This is an optimization exercise on Yosys and OpenROAD, whose aim is small area, a short achievable clock period and few clock cycles, not a production implementation. At most, simulation tests tie the RTL to the original design; equivalence was not proved. The clock port is modelled as an ideal driver, which makes a skipped or thinned clock tree look cheaper than it is; a real chip needs a root buffer or a tree. Power and IR drop assume default switching activity.

run F:
Design rle_export, start of the top module:
module rle_export (
    input  wire        clk,
    input  wire        rst,         
    input  wire        start,
    input  wire [15:0] cfg_w,
    input  wire [15:0] cfg_h,
    input  wire [15:0] cfg_tilew,
    input  wire [4:0]  cfg_levels,
    input  wire        cfg_invert,
    output wire        busy,
    output wire        done,
    output reg  [7:0]  errcode,
    input  wire        pix_valid,
    output wire        pix_ready,
    input  wire [23:0] pix_rgb,
    output reg         out_valid,
    input  wire        out_ready,
    output reg  [7:0]  out_byte,
    output reg         out_last
);
    reg busy_r, done_r, pix_ready_r, in_act;
    reg idle;                    
    reg first;                   
    reg e11_r, e21_r, eany_r;
    assign busy      = busy_r;
    assign done      = done_r;
    assign pix_ready = pix_ready_r;
    always @(*) errcode = {2'b00, e21_r, e11_r, 3'b000, eany_r};
    reg bad_levels_q, bad_tile_q, empty_q;
    wire cfg_ok = !bad_levels_q && !bad_tile_q && !empty_q;
    reg [15:0] w_q, t_q;
    reg [3:0]  m_q;              
    reg        inv_q;
    reg [15:0] col, tile, row;
    wire last_col  = (col  == 16'd1);
    wire last_tile = (tile == 16'd1);
    wire last_row  = (row  == 16'd1);
    wire last_pix  = last_col && last_row;
    wire penult    = (last_row && (col == 16'd2)) ||
                     (last_col && (w_q == 16'd1) && (row == 16'd2));
    wire take = pix_valid && pix_ready_r;
    reg        skid_valid;
    wire       en = !skid_valid;
    wire [7:0] in_r = pix_rgb[23:16];
    wire [7:0] in_g = pix_rgb[15:8];
    wire [7:0] in_b = pix_rgb[7:0];
    reg        v1;
    reg [7:0]  sum1, car1;
    wire take_last = take && (v1 ? penult : last_pix);
    wire [9:0] q_sum = {2'b00, sum1} + {1'b0, car1, 1'b0};
    wire [9:0] q_int = ({1'b0, q_sum} + 11'd1) / 11'd3;
    reg [1:0]  pc2;
    reg [7:0]  int2;
    wire [11:0] q_p0  = m_q[0] ? {4'd0, int2}       : 12'd0;
    wire [11:0] q_p1  = m_q[1] ? {3'd0, int2, 1'b0} : 12'd0;
    wire [11:0] q_p2  = m_q[2] ? {2'd0, int2, 2'b0} : 12'd0;
    wire [11:0] q_p3  = m_q[3] ? {1'd0, int2, 3'b0} : 12'd0;
    wire [11:0] q_y   = q_p0 + q_p1 + q_p2 + q_p3 + 12'd128;
  ...
Size: ~1100 cells after synthesis, about 100 I/O pins, about 9700 µm² of cells after synthesis.
==> flow/config.mk <==
export PLATFORM = sky130hd
export DESIGN_NAME = rle_export
export DESIGN_NICKNAME = rle_export
export VERILOG_FILES = /design/flow/design.v
export SDC_FILE = /design/flow/constraint.sdc
export NUM_CORES = 4
export LEC_CHECK = 0
export ABC_AREA = 1
export CAP_MARGIN = 20
export CORE_MARGIN = 2
export CORE_UTILIZATION = 40
export CTS_BUF_LIST = sky130_fd_sc_hd__clkbuf_8
export PLACE_DENSITY = 0.6
export SLEW_MARGIN = 20
==> flow/constraint.sdc <==
create_clock -name core_clock -period 23.0 [get_ports {clk}]
set_input_delay 4.6000 -clock core_clock [delete_from_list [all_inputs] [get_ports {clk}]]
set_output_delay 4.6000 -clock core_clock [all_outputs]
set_load 0.01 [all_outputs]
standard.sh (not shown) runs the stock make flow with config.mk's settings and CLKGATE_MAP_FILE= SYNTH_SCRIPT=/design/flow/synth_recipe.tcl, a recipe that flattens the netlist after the stock synthesis.
==> flow/flow/run.sh <==
#!/bin/bash
# The standard layout with three changes in how it is made:
#  - the port buffers are buf_1 cells (repair upsizes the ones on critical
#    paths) instead of the slow default buffer that buffer_ports picks;
#  - timing repair aims for more setup slack than the clock period needs;
#  - the clock tree is a balanced two-level tree built by flow/cts_manual.tcl
#    in place of TritonCTS (the clock port drives 4 buffers).
set -euo pipefail
export BUFFER_PORTS_ARGS="-buffer_cell sky130_fd_sc_hd__buf_1"
export SETUP_SLACK_MARGIN=17.6
export PRE_CTS_TCL="$PWD/flow/cts_manual.tcl"
bash standard.sh > standard.log 2>&1
Other scripts of this flow, unchanged in this note and not shown: flow/flow/cts_manual.tcl
Run F went all the way through the flow, and no timing, DRC or antenna check failed.
Inputs modified between run F and run A:
-- flow/design.v --
<<< run F, line 376
            skid_last <= eofB;
        end
        if (rst) begin
            busy_r      <= 1'b0;
>>> run A, line 376
            skid_last <= eofB;
        end
        if (out_free) begin
            out_byte <= skid_valid ? skid_byte : byteB;
            out_last <= skid_valid ? skid_last : eofB;
        end
        if (rst) begin
            busy_r      <= 1'b0;
<<< run F, line 390
            out_valid   <= 1'b0;
            out_empty   <= 1'b1;
            out_byte    <= 8'h00;
            out_last    <= 1'b0;
            skid_valid  <= 1'b0;
        end else begin
>>> run A, line 394
            out_valid   <= 1'b0;
            out_empty   <= 1'b1;
            skid_valid  <= 1'b0;
        end else begin
<<< run F, line 424
            out_valid <= out_valid_n;
            out_empty <= !out_valid_n;
            if (out_free) begin
                out_byte <= skid_valid ? skid_byte : byteB;
                out_last <= skid_valid ? skid_last : eofB;
            end
            if (out_free)
                skid_valid <= 1'b0;
>>> run A, line 426
            out_valid <= out_valid_n;
            out_empty <= !out_valid_n;
            if (out_free)
                skid_valid <= 1'b0;
==> comparison <==
Relative to run F, via count has decreased by 237 in run A.
Compare run F and run A | combined flip-flop and latch cell area higher: run A
When the final numbers for run F and run A were put side by side, the total length of routed met2 wires turned out to be greater in run F.
The wire length of the first global-routing pass in run A is 0.944 times that in run F.
The lower die boundary width came out of run A.
Comparing run F and run A, the higher post-route worst setup slack is on run F.
Between run F and run A, the flow reports number of logic inverters in the finished layout increasing slightly.
Relative to run F, number of filler instances in the final layout has gone up in run A.
Testbench counts of run A, summed over its fixed seeds: cycles 64,768.
Function not checked in run F: the RTL went through the layout flow alone. No run of this note takes its clock network from TritonCTS; it comes from the design's own scripts or RTL.

========
== oak ==
rle_export with an RTL version that a note above also has.
Size in the first run: roughly 160 flip-flops, ~100 I/O pins, about 9500 µm² of cells after synthesis.
Settings: LEC_CHECK=0, ABC_AREA=1, CAP_MARGIN=20, CORE_MARGIN=2, CORE_UTILIZATION=40, CTS_BUF_LIST=sky130_fd_sc_hd__clkbuf_8, PLACE_DENSITY=0.6, SLEW_MARGIN=20; clock period 23.0 ns.
==> flow/flow/run.sh <==
#!/bin/bash
# The standard layout, with the port buffers made of buf_2 cells instead
# of the slow default buffer that buffer_ports picks, and timing repair
# aiming for more setup slack than the clock period needs.
set -euo pipefail
export BUFFER_PORTS_ARGS="-buffer_cell sky130_fd_sc_hd__buf_2"
export SETUP_SLACK_MARGIN=17.35
bash standard.sh > standard.log 2>&1
Testbench counts of oak, summed over its fixed seeds: cycles 64,768.
--- input diff oak..pine ---
--- a/flow/design.v
+++ b/flow/design.v
@@ -48,17 +48,13 @@
     reg [7:0]  sum1, car1;
     wire take_last = take && (v1 ? penult : last_pix);
     wire [9:0] q_sum = {2'b00, sum1} + {1'b0, car1, 1'b0};
     wire [9:0] q_int = ({1'b0, q_sum} + 11'd1) / 11'd3;
     reg [1:0]  pc2;
     reg [7:0]  int2;
-    wire [11:0] q_p0  = m_q[0] ? {4'd0, int2}       : 12'd0;
-    wire [11:0] q_p1  = m_q[1] ? {3'd0, int2, 1'b0} : 12'd0;
-    wire [11:0] q_p2  = m_q[2] ? {2'd0, int2, 2'b0} : 12'd0;
-    wire [11:0] q_p3  = m_q[3] ? {1'd0, int2, 3'b0} : 12'd0;
-    wire [11:0] q_y   = q_p0 + q_p1 + q_p2 + q_p3 + 12'd128;
+    wire [11:0] q_y   = int2 * m_q + 12'd128;
     wire [12:0] q_z   = {1'b0, q_y} + {9'd0, q_y[11:8]};
     wire [3:0]  q_lvl = q_z[11:8];
     reg [1:0]  pcA;
     reg [3:0]  lvlA;
     wire       vA = pcA != 2'b00;
     function [3:0] f_nib;        
## What came out
- [diff] post-layout worst setup margin, pine relative to oak: regression
- The power consumption was comparable across oak and pine.
- Count of inverters other than clock inverters in the layout sits higher in pine than in oak.
- Proportion of power drawn by combinational gates, oak and pine: lower on oak
- pine finished all stages; the layout is clean.
- Taking oak as the reference, in pine number of detailed-routing iterations run before antenna repair flat; number of cells in the finished layout apart from fillers went up; placed wire-length estimate moved up.
- On pine: total wire length after detailed routing is 5.7% higher than what oak gave.
- Cell count after synthesis: pine > oak
- Via count: pine > oak
- Summary of pine over oak: first-iteration DRC count dropped 8.8%, summed instance area of the synthesized netlist climbed 1.7%.
Testbench counts of pine, summed over its fixed seeds: cycles 64,768.

## what the ideal ports hide
The results above use ideal ports. As a check the final layouts listed here were re-extracted and re-timed, cells and wires unchanged.
Step 1 (the two cells are an assumption about what drives the block):
set clk [get_ports {clk}]
set_driving_cell -lib_cell sky130_fd_sc_hd__clkbuf_16 $clk
set_driving_cell -lib_cell sky130_fd_sc_hd__buf_2 [delete_from_list [all_inputs] $clk]
Step 2 moves the port delays by t, midway between the first and last clock arrival at a register: inputs arrive t later, outputs are due t later. That takes back most of the time a late clock gives input paths.
a / b / c = no drivers / after step 1 / after step 2; a / b = the first two.
run | t (ns) | setup slack, ns | worst setup path after step 2
run F | 0.374 | 17.629 / 17.533 / 17.413 | input to register
run A | 0.365 | 17.590 / 17.505 / 17.421 | input to register
oak | 0.486 | 17.409 / 17.370 / 17.492 | input to register
pine | 0.500 | 17.285 / 17.243 / 17.506 | input to register
After both steps every run listed still meets setup and hold. For run F, which loses most, drivers alone change the setup slack by -0.096 ns; drivers and shift together by -0.216 ns.
